What follows belongs to an exercise in optimizing a design on an open flow for small area, a short achievable clock period and few clock cycles per item; a production flow would make more cautious choices. In this exercise RTL edits were held to simulation tests only and were not proved equivalent to the original. Power figures rest on the tool's default switching activity, not on a simulated workload.

$ cat design.v
module bse (
    input  wire        clk,
    input  wire        rst,
    input  wire        cmd_valid,
    output wire        cmd_ready,
    input  wire [31:0] cmd,
    input  wire [63:0] a0,
    input  wire [63:0] a1,
    input  wire [63:0] a2,
    input  wire [63:0] a3,
    output reg         done,
    output reg  [63:0] r0,
    output reg  [63:0] r1,
    output reg  [2:0]  err,
    output reg  [6:0]  sticky
);
    localparam [7:0] OP_INIT   = 8'h01, OP_INITC  = 8'h02, OP_CLOSE  = 8'h03,
                     OP_STATUS = 8'h04, OP_GETPOS = 8'h10, OP_SETPOS = 8'h11,
                     OP_GETLEN = 8'h12, OP_GETL8  = 8'h13, OP_GETL16 = 8'h14,
                     OP_GETL32 = 8'h15, OP_GETL64 = 8'h16, OP_GETCAP = 8'h17,
                     OP_WR     = 8'h20, OP_WRR    = 8'h21, OP_RD     = 8'h22,
                     OP_RDR    = 8'h23, OP_WRA    = 8'h24, OP_RDA    = 8'h25,
                     OP_RDBYTE = 8'h26, OP_AND    = 8'h30, OP_OR     = 8'h31,
                     OP_XOR    = 8'h32, OP_NOT    = 8'h33, OP_SHL    = 8'h40,
                     OP_SHR    = 8'h41;
    localparam [2:0] E_OK = 3'd0, E_ILLEGAL = 3'd1, E_DISPOSED = 3'd2,
                     E_INVALID = 3'd3, E_RANGE = 3'd4, E_TMEM = 3'd5,
                     E_CAP = 3'd6;
    localparam [2:0] S_IDLE = 3'd0, S_DEC = 3'd1, S_WENG = 3'd2,
                     S_RENG = 3'd3, S_BUILD = 3'd4, S_COMMIT = 3'd5;
    reg  [1023:0] store;           
    reg  [3:0]    open_q;
    reg  [3:0]    nw_q  [0:3];     
    reg  [8:0]    len_q [0:3];     
    reg  [8:0]    pos_q [0:3];     
    reg  [2:0]  state;
    reg  [31:0] c_cmd;
    reg  [63:0] c_a0, c_a1, c_a2, c_a3;
    reg  [1:0]  e_slot;
    reg  [6:0]  e_rem;             
    reg  [63:0] e_field;           
    reg  [63:0] e_acc;             
    reg  [6:0]  e_dst;             
    reg  [6:0]  e_k;               
    reg         e_rdbyte;
    reg  [2:0]  e_i;               
    reg  [255:0] tbuf;
    assign cmd_ready = (state == S_IDLE);
    wire [7:0] opc = c_cmd[7:0];
    wire [3:0] sd  = c_cmd[11:8];
    wire [3:0] sa  = c_cmd[15:12];
    wire [3:0] sb  = c_cmd[19:16];
    wire [2:0] wid = c_cmd[22:20];
    wire form_s   = (opc == OP_INIT) || (opc == OP_INITC) || (opc == OP_CLOSE) ||
                    (opc == OP_STATUS) || (opc == OP_RDBYTE) ||
                    ((opc >= OP_GETPOS) && (opc <= OP_GETCAP));
    wire form_sw  = (opc >= OP_WR) && (opc <= OP_RDA);
    wire form_dab = (opc == OP_AND) || (opc == OP_OR) || (opc == OP_XOR);
    wire form_da  = (opc == OP_NOT) || (opc == OP_SHL) || (opc == OP_SHR);
    wire legal = (form_s   && c_cmd[31:12] == 20'd0 && sd < 4) ||
                 (form_sw  && c_cmd[31:23] == 9'd0 && c_cmd[19:12] == 8'd0 &&
                  wid <= 3'd4 && sd < 4) ||
                 (form_dab && c_cmd[31:20] == 12'd0 && sd < 4 && sa < 4 && sb < 4) ||
                 (form_da  && c_cmd[31:16] == 16'd0 && sd < 4 && sa < 4);
    wire [1:0] d  = sd[1:0];
    wire [1:0] s_a = sa[1:0];
    wire [1:0] s_b = sb[1:0];
    wire [8:0] d_len = len_q[d];
    wire [8:0] d_pos = pos_q[d];
    wire [3:0] d_nw  = nw_q[d];
    reg [6:0]  width;
    reg [63:0] wmask;
    always @(*) begin
        case (wid)
            3'd0:    begin width = 7'd1;  wmask = 64'h1; end
            3'd1:    begin width = 7'd8;  wmask = 64'hFF; end
            3'd2:    begin width = 7'd16; wmask = 64'hFFFF; end
            3'd3:    begin width = 7'd32; wmask = 64'hFFFF_FFFF; end
            default: begin width = 7'd64; wmask = 64'hFFFF_FFFF_FFFF_FFFF; end
        endcase
    end
    wire        rng_neg  = c_a1[63] | c_a2[63];
    wire        rng_big  = (|c_a1[62:7]) | (|c_a2[62:7]);
    wire [7:0]  rng_sum  = {1'b0, c_a1[6:0]} + {1'b0, c_a2[6:0]};
    wire        rng_bad  = rng_neg || rng_big || (rng_sum > {1'b0, width});
    wire [64:0] arr_end  = {1'b0, c_a2} + {1'b0, c_a3};
    wire        arr_bad  = c_a2[63] || c_a3[63] || c_a1[63] || (arr_end > {1'b0, c_a1});
    wire        arr_tmem = (c_a0 != 64'd0) || (c_a1 != 64'd0);
    wire        is_sub   = (opc == OP_WRR) || (opc == OP_RDR);
    wire [6:0]  t_b      = is_sub ? c_a1[6:0] : 7'd0;
    wire [6:0]  t_c      = (opc == OP_RDBYTE) ? 7'd8 :
                           (opc == OP_WRA || opc == OP_RDA) ? 7'd0 :
                           is_sub ? c_a2[6:0] : width;
    wire [9:0]  res_end = {1'b0, d_pos} + {3'b0, t_c};
    reg  [7:0]  res_n;
    integer     ri;
    always @(*) begin
        res_n = {4'd0, d_nw};
        for (ri = 0; ri < 4; ri = ri + 1)
            if ({res_n, 5'd0} < {3'd0, res_end})
                res_n = {res_n[6:0], 1'b0};
    end
    wire res_bad = (res_n > 8'd8) || ({res_n, 5'd0} < {3'd0, res_end});
    wire        initc_big = (|c_a0[62:9]) || (c_a0[8:0] > 9'd256);
    wire [8:0]  initc_sum = c_a0[8:0] + 9'd31;
    wire [3:0]  initc_nw  = (c_a0[8:0] == 9'd0) ? 4'd1 : initc_sum[8:5];
    wire        setpos_bad = c_a0[63] || (|c_a0[62:9]) || (c_a0[8:0] > d_len);
    reg [2:0] dec_err;
    always @(*) begin
        dec_err = E_OK;
        if (!legal)
            dec_err = E_ILLEGAL;
        else if ((form_s || form_sw) && opc != OP_INIT && opc != OP_INITC &&
                 opc != OP_STATUS && !open_q[d])
            dec_err = E_DISPOSED;
        else if ((form_da || form_dab) && !open_q[s_a])
            dec_err = E_DISPOSED;
        else if (form_dab && !open_q[s_b])
            dec_err = E_DISPOSED;
        else if (opc == OP_INITC && c_a0[63])
            dec_err = E_INVALID;
        else if (is_sub && rng_bad)
            dec_err = E_INVALID;
        else if ((opc == OP_WRA || opc == OP_RDA) && arr_bad)
            dec_err = E_INVALID;
        else if (form_dab && len_q[s_a] != len_q[s_b])
            dec_err = E_INVALID;
        else if ((opc == OP_SHL || opc == OP_SHR) && c_a0[63])
            dec_err = E_INVALID;
        else if (opc == OP_SETPOS && setpos_bad)
            dec_err = E_RANGE;
        else if ((opc == OP_WRA || opc == OP_RDA) && arr_tmem)
            dec_err = E_TMEM;
        else if (opc == OP_INITC && initc_big)
            dec_err = E_CAP;
        else if ((opc == OP_WR || opc == OP_WRR) && res_bad)
            dec_err = E_CAP;
    end
    wire [8:0] rd_avail = d_len - d_pos;
    wire [6:0] rd_k     = ({2'b0, t_c} < rd_avail) ? t_c : rd_avail[6:0];
    wire [8:0]  e_p     = pos_q[e_slot];
    wire [4:0]  e_j     = e_p[4:0];
    wire [2:0]  e_w     = e_p[7:5];
    wire [31:0] e_word;                          
    wire [6:0]  e_free  = 7'd32 - {2'b0, e_j};
    wire [6:0]  e_n     = (e_rem < e_free) ? e_rem : e_free;
    wire [31:0] e_mask  = (e_n >= 7'd32) ? 32'hFFFF_FFFF : ((32'd1 << e_n[4:0]) - 32'd1);
    wire [31:0] e_wnew  = (e_word & ~(e_mask << e_j)) | ((e_field[31:0] & e_mask) << e_j);
    wire [31:0] e_rbits = (e_word >> e_j) & e_mask;
    wire [8:0]  e_pnext = e_p + {2'b0, e_n};
    wire [8:0]  sh_n  = (|c_a0[62:9] || c_a0[8:0] > 9'd256) ? 9'd256 : c_a0[8:0];
    wire [3:0]  sh_wo = sh_n[8:5];
    wire [4:0]  sh_nb = sh_n[4:0];
    function [31:0] slot_word;
        input [1023:0] st;
        input [1:0]    s;
        input [4:0]    w;           
        begin
            if (w[4] || w[3])
                slot_word = 32'd0;
            else
                slot_word = st[{s, w[2:0], 5'd0} +: 32];
        end
    endfunction
    wire [4:0]  shl_i1 = {2'b0, e_i} + {1'b0, sh_wo};
    wire [4:0]  shl_i2 = shl_i1 + 5'd1;
    wire [5:0]  shr_d1 = {3'b0, e_i} - {2'b0, sh_wo};
    wire [5:0]  shr_d2 = shr_d1 - 6'd1;
    reg  [1:0]  pa_s, pb_s;
    reg  [4:0]  pa_w, pb_w;
    reg         pa_z, pb_z;
    always @(*) begin
        pa_s = s_a;  pa_w = {2'b0, e_i};  pa_z = 1'b0;
        pb_s = s_b;  pb_w = {2'b0, e_i};  pb_z = 1'b0;
        if (state == S_WENG || state == S_RENG) begin
            pa_s = e_slot;  pa_w = {2'b0, e_w};
        end else if (opc == OP_SHL) begin
            pa_w = shl_i1;                           
            pb_s = s_a;  pb_w = shl_i2;              
        end else if (opc == OP_SHR) begin
            pa_w = shr_d1[4:0];  pa_z = shr_d1[5];   
            pb_s = s_a;  pb_w = shr_d2[4:0];  pb_z = shr_d2[5];   
        end
    end
    wire [31:0] port_a = pa_z ? 32'd0 : slot_word(store, pa_s, pa_w);
    wire [31:0] port_b = pb_z ? 32'd0 : slot_word(store, pb_s, pb_w);
    assign e_word = port_a;
    wire [63:0] shl_cat = {port_b, port_a} >> sh_nb;
    wire [63:0] shr_cat = {port_a, port_b} << sh_nb;
    wire [31:0] src_a   = port_a;
    wire [31:0] src_b   = port_b;
    wire [8:0]  b_len   = len_q[s_a];
    wire [8:0]  b_base  = {1'b0, e_i, 5'd0};
    wire [8:0]  b_rel   = b_len - b_base;
    wire [31:0] b_mask  = (b_len <= b_base)     ? 32'd0 :
                          (b_rel >= 9'd32)      ? 32'hFFFF_FFFF :
                          ((32'd1 << b_rel[4:0]) - 32'd1);
    reg [31:0] b_word;
    always @(*) begin
        case (opc)
            OP_AND:  b_word = src_a & src_b;
            OP_OR:   b_word = src_a | src_b;
            OP_XOR:  b_word = src_a ^ src_b;
            OP_NOT:  b_word = ~src_a;
            OP_SHL:  b_word = shl_cat[31:0];
            default: b_word = shr_cat[63:32];
        endcase
    end
    integer k;
    always @(posedge clk) begin
        if (rst) begin
            state    <= S_IDLE;
            done     <= 1'b0;
            r0       <= 64'd0;
            r1       <= 64'd0;
            err      <= 3'd0;
            sticky   <= 7'd0;
            store    <= 1024'd0;
            open_q   <= 4'hF;
            for (k = 0; k < 4; k = k + 1) begin
                nw_q[k]  <= 4'd1;
                len_q[k] <= 9'd0;
                pos_q[k] <= 9'd0;
            end
            c_cmd    <= 32'd0;
            c_a0     <= 64'd0;
            c_a1     <= 64'd0;
            c_a2     <= 64'd0;
            c_a3     <= 64'd0;
            e_slot   <= 2'd0;
            e_rem    <= 7'd0;
            e_field  <= 64'd0;
            e_acc    <= 64'd0;
            e_dst    <= 7'd0;
            e_k      <= 7'd0;
            e_rdbyte <= 1'b0;
            e_i      <= 3'd0;
            tbuf     <= 256'd0;
        end else begin
            done <= 1'b0;
            case (state)
                S_IDLE: begin
                    if (cmd_valid) begin
                        c_cmd <= cmd;
                        c_a0  <= a0;
                        c_a1  <= a1;
                        c_a2  <= a2;
                        c_a3  <= a3;
                        state <= S_DEC;
                    end
                end
                S_DEC: begin
                    if (dec_err != E_OK) begin
                        err            <= dec_err;
                        sticky[dec_err] <= 1'b1;
                        done           <= 1'b1;
                        state          <= S_IDLE;
                    end else begin
                        err   <= E_OK;
                        state <= S_IDLE;
                        case (opc)
                            OP_INIT, OP_INITC: begin
                                store[{d, 8'd0} +: 256] <= 256'd0;
                                open_q[d] <= 1'b1;
                                nw_q[d]   <= (opc == OP_INITC) ? initc_nw : 4'd1;
                                len_q[d]  <= 9'd0;
                                pos_q[d]  <= 9'd0;
                                done      <= 1'b1;
                            end
                            OP_CLOSE: begin
                                open_q[d] <= 1'b0;
                                done      <= 1'b1;
                            end
                            OP_STATUS: begin
                                r0   <= open_q[d] ? 64'd3 : 64'd0;
                                done <= 1'b1;
                            end
                            OP_GETPOS: begin
                                r0   <= {55'd0, d_pos};
                                done <= 1'b1;
                            end
                            OP_SETPOS: begin
                                pos_q[d] <= c_a0[8:0];
                                done     <= 1'b1;
                            end
                            OP_GETLEN: begin
                                r0   <= {55'd0, d_len};
                                done <= 1'b1;
                            end
                            OP_GETL8: begin
                                r0   <= {54'd0, ({1'b0, d_len} + 10'd7) >> 3};
                                done <= 1'b1;
                            end
                            OP_GETL16: begin
                                r0   <= {54'd0, ({1'b0, d_len} + 10'd15) >> 4};
                                done <= 1'b1;
                            end
                            OP_GETL32: begin
                                r0   <= {54'd0, ({1'b0, d_len} + 10'd31) >> 5};
                                done <= 1'b1;
                            end
                            OP_GETL64: begin
                                r0   <= {54'd0, ({1'b0, d_len} + 10'd63) >> 6};
                                done <= 1'b1;
                            end
                            OP_GETCAP: begin
                                r0   <= {55'd0, d_nw, 5'd0};
                                done <= 1'b1;
                            end
                            OP_WRA: begin
                                done <= 1'b1;
                            end
                            OP_RDA: begin
                                r1   <= 64'd0;
                                done <= 1'b1;
                            end
                            OP_WR, OP_WRR: begin
                                e_slot  <= d;
                                e_rem   <= t_c;
                                e_field <= (c_a0 & wmask) >> t_b;
                                if (t_c == 7'd0)
                                    done <= 1'b1;
                                else
                                    state <= S_WENG;
                            end
                            OP_RD, OP_RDR, OP_RDBYTE: begin
                                e_slot   <= d;
                                e_rem    <= rd_k;
                                e_k      <= rd_k;
                                e_acc    <= 64'd0;
                                e_dst    <= t_b;
                                e_rdbyte <= (opc == OP_RDBYTE);
                                if (rd_k == 7'd0) begin
                                    r0   <= (opc == OP_RDBYTE) ? 64'hFFFF_FFFF_FFFF_FFFF : 64'd0;
                                    r1   <= 64'd0;
                                    done <= 1'b1;
                                end else begin
                                    state <= S_RENG;
                                end
                            end
                            default: begin    
                                e_i   <= 3'd0;
                                state <= S_BUILD;
                            end
                        endcase
                    end
                end
                S_WENG: begin
                    if ({1'b0, e_w} == nw_q[e_slot])
                        nw_q[e_slot] <= {nw_q[e_slot][2:0], 1'b0};
                    store[{e_slot, e_w, 5'd0} +: 32] <= e_wnew;
                    pos_q[e_slot] <= e_pnext;
                    if (e_pnext > len_q[e_slot])
                        len_q[e_slot] <= e_pnext;
                    e_field <= e_field >> e_n;
                    e_rem   <= e_rem - e_n;
                    if (e_rem == e_n) begin
                        done  <= 1'b1;
                        state <= S_IDLE;
                    end
                end
                S_RENG: begin
                    pos_q[e_slot] <= e_pnext;
                    e_acc <= e_acc | ({32'd0, e_rbits} << e_dst);
                    e_dst <= e_dst + e_n;
                    e_rem <= e_rem - e_n;
                    if (e_rem == e_n) begin
                        r0    <= e_acc | ({32'd0, e_rbits} << e_dst);
                        r1    <= {57'd0, e_k};
                        done  <= 1'b1;
                        state <= S_IDLE;
                    end
                end
                S_BUILD: begin
                    tbuf[{e_i, 5'd0} +: 32] <= b_word & b_mask;
                    e_i <= e_i + 3'd1;
                    if (e_i == 3'd7)
                        state <= S_COMMIT;
                end
                S_COMMIT: begin
                    store[{d, 8'd0} +: 256] <= tbuf;
                    open_q[d] <= 1'b1;
                    nw_q[d]   <= nw_q[s_a];
                    len_q[d]  <= len_q[s_a];
                    pos_q[d]  <= 9'd0;
                    done      <= 1'b1;
                    state     <= S_IDLE;
                end
                default: state <= S_IDLE;
            endcase
        end
    end
endmodule
$ cat run.sh
#!/bin/bash
# synth_recipe.tcl (not shown) runs the flow's synth.tcl, then flattens the netlist and writes it again
# the make line also repeats each setting of config.mk as NAME=value (left out here)
make -C /OpenROAD-flow-scripts/flow DESIGN_CONFIG=/design/flow/config.mk WORK_HOME=/design/flow/orfs CLKGATE_MAP_FILE= SYNTH_SCRIPT=/design/flow/synth_recipe.tcl finish
$ cat config.mk
export PLATFORM = sky130hd
export DESIGN_NAME = bse
export DESIGN_NICKNAME = bse
export VERILOG_FILES = /design/flow/design.v
export SDC_FILE = /design/flow/constraint.sdc
export NUM_CORES = 8
export LEC_CHECK = 0
export CAP_MARGIN = 20
export CORE_MARGIN = 2
export CORE_UTILIZATION = 30
export PLACE_DENSITY = 0.45
export SLEW_MARGIN = 20
$ cat constraint.sdc
create_clock -name core_clock -period 15.0 [get_ports {clk}]
set_input_delay 3.0000 -clock core_clock [delete_from_list [all_inputs] [get_ports {clk}]]
set_output_delay 3.0000 -clock core_clock [all_outputs]
set_load 0.01 [all_outputs]
==> results.txt <==
worst max-delay path, delay by kind of cell, from the launching register on:
family,cells,cell delay (ns)
AO/OA/AOI/OAI,31,5.53
AND/OR/NAND/NOR,17,4.04
adder cells (fa/ha/maj),9,2.28
buffers and inverters,8,1.44
flip-flops,1,0.40
XOR/XNOR,1,0.23
multiplexers,1,0.23
power breakdown:
part	total, mW	switching, mW	internal, mW
Sequential	5.35	0.137	5.22
Combinational	3.20	2.28	0.918
Clock	6.23	2.68	3.55
Total	14.8	5.10	9.68
Yosys cell counts (103+ instances only):
library cell | instances | area share
sky130_fd_sc_hd__inv_1 | 460 | 0.013
sky130_fd_sc_hd__buf_2 | 119 | 0.0044
sky130_fd_sc_hd__o22ai_1 | 372 | 0.017
sky130_fd_sc_hd__o211ai_1 | 181 | 0.010
sky130_fd_sc_hd__a21o_1 | 134 | 0.0074
sky130_fd_sc_hd__mux2i_1 | 696 | 0.051
sky130_fd_sc_hd__a21oi_1 | 1333 | 0.049
sky130_fd_sc_hd__ha_1 | 321 | 0.030
sky130_fd_sc_hd__nand2_1 | 2749 | 0.076
sky130_fd_sc_hd__nand3_1 | 581 | 0.021
sky130_fd_sc_hd__a31oi_1 | 117 | 0.0054
sky130_fd_sc_hd__nor4_1 | 112 | 0.0052
sky130_fd_sc_hd__o221ai_1 | 134 | 0.0087
sky130_fd_sc_hd__nor2_1 | 1445 | 0.040
sky130_fd_sc_hd__mux2_2 | 103 | 0.0086
sky130_fd_sc_hd__o21ai_0 | 851 | 0.031
sky130_fd_sc_hd__clkbuf_1 | 1374 | 0.038
sky130_fd_sc_hd__a311oi_1 | 206 | 0.013
sky130_fd_sc_hd__a2111oi_0 | 112 | 0.0072
sky130_fd_sc_hd__mux4_2 | 251 | 0.042
sky130_fd_sc_hd__buf_1 | 161 | 0.0045
sky130_fd_sc_hd__a211oi_1 | 526 | 0.029
sky130_fd_sc_hd__a22oi_1 | 417 | 0.023
sky130_fd_sc_hd__a221oi_1 | 622 | 0.040
sky130_fd_sc_hd__dfxtp_1 | 1819 | 0.27
sky130_fd_sc_hd__nand4_1 | 103 | 0.0048
sky130_fd_sc_hd__nor3_1 | 344 | 0.013
sky130_fd_sc_hd__a221o_1 | 152 | 0.011
sky130_fd_sc_hd__o221a_2 | 234 | 0.019
through the flow:
stage	cells	hold slack [ns]
global route	23400	0.468
CTS	23300	0.456
detailed placement	22900	0.445
global placement	22900	0.437
finish	23500	0.453
floorplan	17600	0.425
state kept, by name (all words and copies together) (netlist names), named ones only:
name	flops
e_field	64
err	3
e_i	3
c_a0	64
c_a2	64
e_slot	2
sticky	7
c_a1	64
e_rem	7
len_q	36
store	1024
e_k	7
r0	64
state	3
e_dst	7
c_a3	64
c_cmd	32
tbuf	256
e_acc	64
nw_q	16
done	1
pos_q	36
r1	7
logic make-up after synthesis:
logic type      Yosys count
mux                    1053
flops                  1907
other cells               1
simple gates           5751
fa+ha+maj               331
buf+inv                2210
xor+xnor                131
compound gates         6156
metal layers:
metal / up-vias / wire length, µm / GRT usage
met5: - / 402 / 0.00431
met3: 2971 / 129000 / 0.149
li1: 66000 / - / -
met4: 50 / 71700 / 0.256
met1: 80400 / 362000 / 0.499
met2: 13200 / 353000 / 0.505
area by class of cell:
class / count / area share
Timing Repair Buffer: 1088 / 0.0622
Clock inverter: 88 / 0.00650
Sequential cell: 1907 / 0.251
Clock buffer: 350 / 0.0454
Antenna cell: 116 / 0.00186
Multi-Input combinational cell: 13500 / 0.574
Inverter: 472 / 0.0115
Tap cell: 5952 / 0.0478
worst min-delay path by stage:
stage / startpoint / endpoint / depth (start not counted)
after floorplan: e_acc[19] / e_acc[19] / 2
after global placement: e_acc[25] / e_acc[25] / 2
after detailed placement: e_acc[25] / e_acc[25] / 2
after CTS: e_acc[26] / e_acc[26] / 2
after global routing: e_acc[26] / e_acc[26] / 2
final: e_acc[57] / e_acc[57] / 2
cells in the final DEF (no fill, tap or decap), types with 99 or more instances in the layout:
| cell | Yosys | layout |
|---|---|---|
| sky130_fd_sc_hd__a31oi_1 | 117 | 110 |
| sky130_fd_sc_hd__ha_1 | 321 | 321 |
| sky130_fd_sc_hd__nor4_1 | 112 | 99 |
| sky130_fd_sc_hd__clkdlybuf4s50_1 | 0 | 372 |
| sky130_fd_sc_hd__dfxtp_1 | 1819 | 1815 |
| sky130_fd_sc_hd__nand2_1 | 2749 | 2723 |
| sky130_fd_sc_hd__o22ai_1 | 372 | 370 |
| sky130_fd_sc_hd__a211oi_1 | 526 | 520 |
| sky130_fd_sc_hd__nand3_1 | 581 | 579 |
| sky130_fd_sc_hd__a221o_1 | 152 | 151 |
| sky130_fd_sc_hd__a21oi_1 | 1333 | 1306 |
| sky130_fd_sc_hd__buf_4 | 68 | 665 |
| sky130_fd_sc_hd__inv_1 | 460 | 447 |
| sky130_fd_sc_hd__nand4_1 | 103 | 103 |
| sky130_fd_sc_hd__a21o_1 | 134 | 133 |
| sky130_fd_sc_hd__mux2i_1 | 696 | 689 |
| sky130_fd_sc_hd__o221a_2 | 234 | 234 |
| sky130_fd_sc_hd__mux2_2 | 103 | 103 |
| sky130_fd_sc_hd__diode_2 | 0 | 116 |
| sky130_fd_sc_hd__a2111oi_0 | 112 | 103 |
| sky130_fd_sc_hd__a311oi_1 | 206 | 205 |
| sky130_fd_sc_hd__nor2_1 | 1445 | 1381 |
| sky130_fd_sc_hd__o21ai_0 | 851 | 843 |
| sky130_fd_sc_hd__clkbuf_16 | 0 | 248 |
| sky130_fd_sc_hd__nor3_1 | 344 | 338 |
| sky130_fd_sc_hd__o211ai_1 | 181 | 181 |
| sky130_fd_sc_hd__mux4_2 | 251 | 249 |
| sky130_fd_sc_hd__o221ai_1 | 134 | 134 |
| sky130_fd_sc_hd__a221oi_1 | 622 | 621 |
| sky130_fd_sc_hd__a22oi_1 | 417 | 415 |
timing repair:
action	in CTS	in global routing
buffers inserted	0	5
gates resized for setup	0	19
setup endpoints to repair	0	1177
==> parameters.txt <==
Parameter                              Value

GRT
  Number of antenna violations at the first check in global routing    118
  Overall track demand over capacity in global routing    0.380
  First-pass GRT wire length    1230000 µm
  Pin count of the biggest net entering global routing    178
  Number of global-route vias before repair    about 140k
  Grt ovf    0

Power
  Maximum vdd drop    around 0.12 mV
  Overall power    14.8 mW
  Total leakage power    approximately 54 nW
  Total power density per cell area    94.9 mW/mm²

Floorplanning
  Core area    0.449 mm²
  Full die area    0.457 mm²
  Die Y    676 µm
  # rows    246
  Horizontal die dimension    676 µm
  Starting Density    0.301
  Top Ports    431

Synth
  Compound-Gate Fraction of Synth Area    0.323
  Ys async rst share    0
  Number of enable-type register cells in the synthesized netlist    88
  Number of flip-flops and latches in the synthesized netlist    1907
  Synthesized-area fraction occupied by and/or/nand/nor cells    0.182
  Cells after synthesis    approximately 18000
  Primary flip-flop cell chosen by synthesis mapping    sky130_fd_sc_hd__dfxtp_1
  Library cells used by synthesis    122
  Portion of netlist area occupied by mux cells    0.102
  Post-Syn Area    0.135 mm²
  Synthesized-area fraction occupied by adder cells    0.0310
  Post-synthesis area per instance    7.72 µm²
  Main combinational cell family by area after synthesis    compound AO/OA/AOI/OAI gates
  Count of synthesis-stage warnings from yosys    1
  Sequential cell area fraction in the yosys report    0.288
  Area share of xor/xnor cells in the synthesized design    0.00847

Finish
  Total area of multi-input combinational cells    0.0893 mm²
  Share of layout cells above drive strength 1    0.117
  Final #Nets    17800
  Area added between synthesis and finish    14.9%
  Fin util    0.347
  Fill count    between 40000 and 50000
  Final non-filler cell area    approximately 0.16 mm²
  FF+latch area    0.0391 mm²

Placed design
  Last weighted congestion value of the routability-driven placer    1.06
  Estimated wirelength of the detail-placed design    625000 µm
  Number of I/O port buffers    373
  Worst setup slack before clock tree synthesis    0.419 ns
  Post-detailed-placement cell area    0.147 mm²

Worst hold path
  Worst min-delay path class    register to register

Clock tree
  Clock root buffer    sky130_fd_sc_hd__clkbuf_16
  CTS clk-pin slew, worst paths    approximately 0.06 ns
  H-tree level count    4
  CTS Hold Bufs    0
  Clk latency of the worst-skew pair    1.09 ns
  TritonCTS clock tree    done
  Cts bufs inserted    240
  Clock buffer depth    4
  Clock sinks    1907

STA
  Clock period minus worst slack    14.26 ns
  Transition time at the pin with the least slew margin    1.41 ns
  Number of setup violations in the final report    0
  Total Negative Setup Slacks    0 ns
  Max_slew headroom    0.0567
  Period utilisation layout    0.951
  Maximum frequency from static timing analysis    0.0701 GHz
  Layout Skew    between 0.15 and 0.2 ns
  Number of pins with negative max-slew slack in the final report    0
  Final hold violation count    0
  Worst setup slack after layout    about 0.74 ns

Setup path
  Depth of the worst register-to-register path    67
  Worst setup path end    store[1]
  Worst stage delay on the critical path    0.91 ns
  Required time of the critical path    15.91 ns
  Capturing element type of the critical path    register
  Launch point of the worst path    c_cmd[6]
  Biggest fanout along the worst timing path    14
  Critical path data arrival time    between 15 and 20 ns
  Capturing point of the worst reg2reg path    store[1]
  Slowest cell on the critical path    sky130_fd_sc_hd__nor2_1
  Worst setup path category    register to register
  Start of the worst register-to-register path    c_cmd[6]
  Startpoint Class    register
  Reg-to-reg setup timing slack    0.74 ns

Drt
  Count of unresolved DRC violations after routing    0
  Mean number of vias per cell    6.93
  Number of iterations in the first detailed-routing pass    11
  Detail-routed net length per standard cell    ~40 µm
  First-iteration detailed-routing DRC count    29200
  Number of nets still failing antenna checks after routing    0
  Routed wire length    916000 µm
  Total via count after detailed routing    163000

Outcome
  Run status  timing/DRC/antenna clean

Flow run
  Max-cap check violation count    0
Testbench counts, summed over its fixed seeds: cycles 94,334, cmds 32,000.

## port drivers added, routing unchanged
The results above use ideal ports. As a check the final layout listed here was re-extracted and re-timed, cells and wires unchanged.
Step 1 (the two cells are an assumption about what drives the block):
set clk [get_ports {clk}]
set_driving_cell -lib_cell sky130_fd_sc_hd__clkbuf_16 $clk
set_driving_cell -lib_cell sky130_fd_sc_hd__buf_2 [delete_from_list [all_inputs] $clk]
Step 2 also shifts input and output timing later by t, the mid clock arrival at the registers, as if the neighbouring blocks saw the same clock.
Three values: ideal, step 1, step 2; two values: the first two.
t, ns: 1.140
setup WS [ns]: 0.737 / 0.737 / 0.737
clock arrival spread, ns: 0.170 / 0.170
After both steps this run still meets setup and hold. The setup slack of this run moves by 0.000 ns with the drivers and by 0.000 ns with both steps.
